Source: an optimization exercise on an open RTL-to-GDS flow (aim: small area, a short achievable clock period and few clock cycles). Production flows keep margins and buffers that such runs may drop.
Where RTL was checked, it was by simulation tests only, not by an equivalence proof against the original.

==> trial 94 <==
Design vpha_hash, start of the top module:
module vpha_hash (
    input  wire         clk,
    input  wire         rst,        
    input  wire         start,      
    input  wire [31:0]  len,        
    output reg          busy,
    output reg          done,
    output wire [31:0]  result,
    output reg          rd_req,
    output wire [31:0]  rd_addr,    
    output wire [5:0]   rd_len,     
    input  wire         rd_ready,
    input  wire         rd_valid,
    input  wire [255:0] rd_data     
);
clock: 12.0 ns
lec_check: 0
abc_clock_period_in_ps: 3000
cap_margin: 20
core_margin: 2
core_utilization: 60
setup_slack_margin: 5
slew_margin: 20
run.sh (not shown) runs the stock make flow with config.mk's settings and CLKGATE_MAP_FILE= SYNTH_SCRIPT=/design/flow/synth_recipe.tcl, a recipe that flattens the netlist after the stock synthesis.
==> trial 46 (differences from trial 94) <==
==> flow/flow/run.sh (new file) <==
#!/bin/bash
set -euo pipefail
bash standard.sh SETUP_SLACK_MARGIN=8.5 finish > make_finish.log 2>&1
==> flow/standard.sh (new file) <==
#!/bin/bash
# synth_recipe.tcl (not shown) runs the flow's synth.tcl, then flattens the netlist and writes it again
# the make line also repeats each setting of config.mk as NAME=value (left out here)
make -C /OpenROAD-flow-scripts/flow DESIGN_CONFIG=/design/flow/config.mk WORK_HOME=/design/flow/orfs CLKGATE_MAP_FILE= SYNTH_SCRIPT=/design/flow/synth_recipe.tcl "${@:-finish}"
--- a/flow/config.mk
+++ b/flow/config.mk
@@ -9,5 +9,5 @@
 export CAP_MARGIN = 20
 export CORE_MARGIN = 2
 export CORE_UTILIZATION = 60
-export SETUP_SLACK_MARGIN = 5
 export SLEW_MARGIN = 20
+export TNS_END_PERCENT = 0
removed: flow/run.sh
==> summary.txt <==
First-pass GRT wire length: trial 94 83.0 mm; trial 46 87.5 mm
Count of clock buffers in the final design: trial 94 64; trial 46 56
Net total in the final layout: trial 94 2,647; trial 46 2,707
GR Util met3: trial 94 4.77%; trial 46 4.31%
Mean number of vias per cell: trial 94 5.53; trial 46 5.60
Global routing met1 resource utilization: trial 94 33.3%; trial 46 35.8%
Slew of the pin with the lowest slew margin: trial 94 0.994 ns; trial 46 1.03 ns
Antenna violations before repair: trial 94 3; trial 46 2
Timing endpoint of the critical path: trial 94 x0[8]; trial 46 h[25]
Buffers inserted by post-CTS timing repair: trial 94 0; trial 46 53
Worst path required time: trial 94 12.47 ns; trial 46 12.32 ns
Minimum clock period after layout: trial 94 5.18 ns; trial 46 4.45 ns
Worst slack at placement: trial 94 6.39 ns; trial 46 6.66 ns
Result of the run: trial 94 finished clean; trial 46 finished clean
Layout Area Growth over Synthesis: trial 94 18.3%; trial 46 22.5%
Routed wire length on met2: trial 94 26.5 mm; trial 46 28.6 mm
Area of the multi-input gates: trial 94 10,100 sq um; trial 46 10,500 sq um
Diodes inserted: trial 94 1; trial 46 0
Average wire length per cell after detail routing: trial 94 20.0 microns; trial 46 20.6 microns
Destination of the worst register-to-register timing path: trial 94 x0[8]; trial 46 h[25]
Final weighted congestion in routability-driven placement: trial 94 0.913; trial 46 0.899
Sequential fraction of total cell area: trial 94 44.5%; trial 46 43.0%
Worst-path cell with the longest stage delay: trial 94 sky130_fd_sc_hd__buf_4; trial 46 sky130_fd_sc_hd__fa_1
Total Routed Length: trial 94 53.4 mm; trial 46 56.3 mm
GRT Resource Usage Total: trial 94 26.1%; trial 46 27.6%
Arrival time of the worst setup path: trial 94 5.65 ns; trial 46 4.77 ns
Testbench counts of trial 94, summed over its fixed seeds: cycles 23,130.
Testbench counts of trial 46, summed over its fixed seeds: cycles 23,130.

---

==> inputs of build 70 <==
vpha_hash, a different RTL version from the one above (not shown whole).
==> module vpha_hash, before the edit <==
module vpha_hash (
    input  wire         clk,
    input  wire         rst,        
    input  wire         start,      
    input  wire [31:0]  len,        
    output reg          busy,
    output reg          done,
    output wire [31:0]  result,
    output reg          rd_req,
    output wire [31:0]  rd_addr,    
    output wire [5:0]   rd_len,     
    input  wire         rd_ready,
    input  wire         rd_valid,
    input  wire [255:0] rd_data     
);
    reg [31:0]  h;             
    reg [1:0]   m;             
    reg [27:0]  blk;           
    reg [27:0]  rhi;           
    reg [3:0]   llo;           
    reg [2:0]   qlast;         
    reg         nslot;         
    reg         fdone;         
    reg         flast;         
    reg         fin;           
    reg         outst;         
    reg         lds;           
    reg [127:0] buf0, buf1;    
    reg [1:0]   full;          
    reg [4:0]   rlen;          
    reg [2:0]   p;             
    reg         pdone;         
    reg [23:0]  prev;          
    reg [31:0]  x0, x1;        
    reg         xv, xl;        
    assign result  = h;
    assign rd_addr = {blk, 4'd0};
    assign rd_len  = {1'b0, rlen};
    wire [255:0] bufw = {buf1, buf0};
    wire [31:0]  w    = bufw[32*p +: 32];
    wire [7:0] w0 = w[7:0],    w1 = w[15:8],  w2 = w[23:16], w3 = w[31:24];
    wire [7:0] p1 = prev[7:0], p2 = prev[15:8], p3 = prev[23:16];
    reg  [7:0] v0, v1, v2, v3;
    always @(*) begin
        case (m)
            2'd0:    begin v0 = w0; v1 = w1; v2 = w2; v3 = w3; end
            2'd1:    begin v0 = p3; v1 = w0; v2 = w1; v3 = w2; end
            2'd2:    begin v0 = p2; v1 = p3; v2 = w0; v3 = w1; end
            default: begin v0 = p1; v1 = p2; v2 = p3; v3 = w0; end
        endcase
    end
    wire [31:0] x0_n, x1_n;
    wire [31:0] h_n;
    vpha_word_sum  u_ws (.v0(v0), .v1(v1), .v2(v2), .v3(v3), .s0(x0_n), .s1(x1_n));
    vpha_state_sum u_ss (.h(h), .x0(x0), .x1(x1), .s(h_n));
    wire go    = busy & full[p[2]] & ~pdone;        
    wire wlast = fin & (p == qlast);                
    wire       vld    = rd_valid & outst;
    wire       full0a = vld & ~lds | full[0] & ~(go & (p == 3'd3));
    wire       full1a = vld &  lds | full[1] & ~(go & (p == 3'd7));
    wire [2:0] p_a    = go ? p + 3'd1 : p;
    wire       slot_free = nslot ? (~full1a | (p_a[2] & p_a[1]))
                                 : (~full0a | (~p_a[2] & p_a[1]));
    wire       can_req = busy & ~fdone & ~rd_req & (~outst | rd_valid) & slot_free;
    wire       r1     = (rhi == 28'd1);
    wire       r2     = (rhi == 28'd2);
    wire       last   = r1 | (r2 & (llo == 4'd0));    
    always @(posedge clk) begin
        xv <= go & ~rst;
        xl <= wlast;
        x0 <= x0_n;
        x1 <= x1_n;
    end
    always @(posedge clk) begin
        if (vld & ~lds) buf0 <= rd_data[127:0];
        if (vld &  lds) buf1 <= rd_data[127:0];
    end
    always @(posedge clk) begin
        if (rst) begin
            busy   <= 1'b0;
            done   <= 1'b0;
            rd_req <= 1'b0;
            outst  <= 1'b0;
            full   <= 2'b00;
            fdone  <= 1'b1;
            pdone  <= 1'b1;
        end else if (start & ~busy) begin
            done  <= (len == 32'd0);
            busy  <= (len != 32'd0);
            m     <= -len[1:0];
            case (len[1:0])
                2'd0:    h <= 32'h00000001;    
                2'd3:    h <= 32'hBDEF7BDF;    
                2'd2:    h <= 32'hCC520C41;    
                default: h <= 32'hD50AE79F;    
            endcase
            blk   <= 28'd0;
            rhi   <= len[31:4];
            llo   <= len[3:0];
            qlast <= len[4:2] - {2'b00, (len[1:0] == 2'd0)};
            nslot <= 1'b1;
            fin   <= 1'b0;
            full  <= 2'b00;
            p     <= 3'd0;
            pdone <= (len == 32'd0);
            prev  <= 24'd0;
            rd_req <= (len != 32'd0);
            rlen  <= (len[31:4] != 28'd0) ? 5'd16 : {1'b0, len[3:0]};
            lds   <= 1'b0;
            fdone <= (len[31:4] == 28'd0) | ((len[31:4] == 28'd1) & (len[3:0] == 4'd0));
            flast <= (len[31:4] == 28'd0) | ((len[31:4] == 28'd1) & (len[3:0] == 4'd0));
        end else begin
            if (go) begin
                prev <= w[31:8];
                p    <= p + 3'd1;
                if (wlast) pdone <= 1'b1;
            end
            if (xv) begin
                h <= h_n;
                if (xl) begin
                    busy <= 1'b0;
                    done <= 1'b1;
                end
            end
            full <= {full1a, full0a};
            if (vld) begin
                outst <= 1'b0;
                if (flast) fin <= 1'b1;
            end
            if (rd_req & rd_ready) begin
                rd_req <= 1'b0;
                outst  <= 1'b1;
            end
            if (can_req) begin
                rd_req <= 1'b1;
                rlen   <= r1 ? {1'b0, llo} : 5'd16;
                lds    <= nslot;
                nslot  <= ~nslot;
                flast  <= last;
                fdone  <= last;
                blk    <= blk + 28'd1;
                rhi    <= rhi - 28'd1;
            end
        end
    end
endmodule
==> flow/config.mk <==
export PLATFORM = sky130hd
export DESIGN_NAME = vpha_hash
export DESIGN_NICKNAME = vpha_hash
export VERILOG_FILES = /design/flow/design.v
export SDC_FILE = /design/flow/constraint.sdc
export NUM_CORES = 4
export LEC_CHECK = 0
export ABC_CLOCK_PERIOD_IN_PS = 3000
export CAP_MARGIN = 20
export CORE_MARGIN = 2
export CORE_UTILIZATION = 60
export SLEW_MARGIN = 20
export TNS_END_PERCENT = 0
==> flow/constraint.sdc <==
create_clock -name core_clock -period 12.0 [get_ports {clk}]
set_input_delay 2.4000 -clock core_clock [delete_from_list [all_inputs] [get_ports {clk}]]
set_output_delay 2.4000 -clock core_clock [all_outputs]
set_load 0.01 [all_outputs]
standard.sh (not shown) runs the stock make flow with config.mk's settings and CLKGATE_MAP_FILE= SYNTH_SCRIPT=/design/flow/synth_recipe.tcl, a recipe that flattens the netlist after the stock synthesis.
==> flow/flow/run.sh <==
#!/bin/bash
set -euo pipefail
bash standard.sh SETUP_SLACK_MARGIN=8.5 finish > make_finish.log 2>&1
==> build 5: changes against build 70 <==
--- a/flow/design.v
+++ b/flow/design.v
@@ -61,4 +61,6 @@
     wire [2:0] p_a    = go ? p + 3'd1 : p;
-    wire       slot_free = nslot ? (~full1a | (p_a[2] & p_a[1]))
-                                 : (~full0a | (~p_a[2] & p_a[1]));
+    wire       full0r = full[0] & ~(go & (p == 3'd3));
+    wire       full1r = full[1] & ~(go & (p == 3'd7));
+    wire       slot_free = nslot ? (~full1r | (p_a[2] & p_a[1]))
+                                 : (~full0r | (~p_a[2] & p_a[1]));
     wire       can_req = busy & ~fdone & ~rd_req & (~outst | rd_valid) & slot_free;
- CAP_MARGIN: 20 -> 5
- CTS_CLUSTER_DIAMETER: default -> 100
- CTS_CLUSTER_SIZE: default -> 22
- SLEW_MARGIN: 20 -> 5
==> comparison table <==
item                                                                    build 5                 build 70
Result of the run                                       complete, no violations  complete, no violations
Endpoint arrival time on the critical path                              4790 ps                  4920 ps
Endpoint of the lowest-slack register-to-register path                    h[30]                    h[29]
Routed length on met1                                                   22.8 mm                  22.5 mm
Placed cell count                                                          2558                     2534
Setup slack on the worst flop-to-flop path                              7560 ps                  7430 ps
Layout cells sized above 1                                                0.127                    0.157
CTS buffer count                                                             24                       45
Post-detailed-routing wire length                                       56.8 mm                  56.3 mm
Clock transition at path regs                                            100 ps                    60 ps
Slew of the pin with the lowest slew margin                             1060 ps                  1020 ps
Non-clock inverter instance count of the final layout                       248                      244
Horizontal die dimension                                            205 microns              204 microns
Routed wire length on met3                                              2.73 mm                  3.20 mm
Core Footprint                                                     0.0398 sq mm             0.0397 sq mm
GRT met3 Usage                                                           0.0358                   0.0475
Post-synthesis cell area                                           0.0243 sq mm             0.0241 sq mm
Dpl ws                                                                  5990 ps                  6040 ps
Routability Congestion                                                    0.954                    0.931
Achievable clock frequency                                              225 MHz                  219 MHz
Area share of fa/ha/maj cells after synthesis                             0.171                    0.172
Testbench counts of build 5, summed over its fixed seeds: cycles 23,130.
Only the layout flow was run in build 70; the RTL was not checked for function there.

## what the ideal ports hide
In the flow no input, the clock included, has a driving cell. The finished layouts below were timed again as built, in two steps.
Step 1 sets driving cells, clkbuf_16 on the clock port and buf_2 on the other inputs (assumed; they add their load-dependent delay and slew).
Step 2 adds t to the input delays and takes it off the output delays; t is the mean of the earliest and latest rising clock arrival at the registers after step 1. Input paths then give back, and output paths get back, about the clock's delay inside the block.
Three values: no drivers, after step 1, after step 2; two values: the first two.
| run | t, ns | setup WS [ns] | worst setup path after step 2 | pins driven straight from the clock port |
|---|---|---|---|---|
| trial 94 | 0.633 | 6.822 / 6.822 / 6.387 | input to register | 1 |
| trial 46 | 0.638 | 7.554 / 7.554 / 6.950 | input to register | 1 |
| build 70 | 0.623 | 7.430 / 7.430 / 6.960 | input to register | 1 |
| build 5 | 0.633 | 7.557 / 7.557 / 7.034 | input to register | 1 |
After both steps setup and hold are still met in every run listed. For trial 46, which loses most, drivers alone change the setup slack by 0.000 ns; drivers and shift together by -0.604 ns.
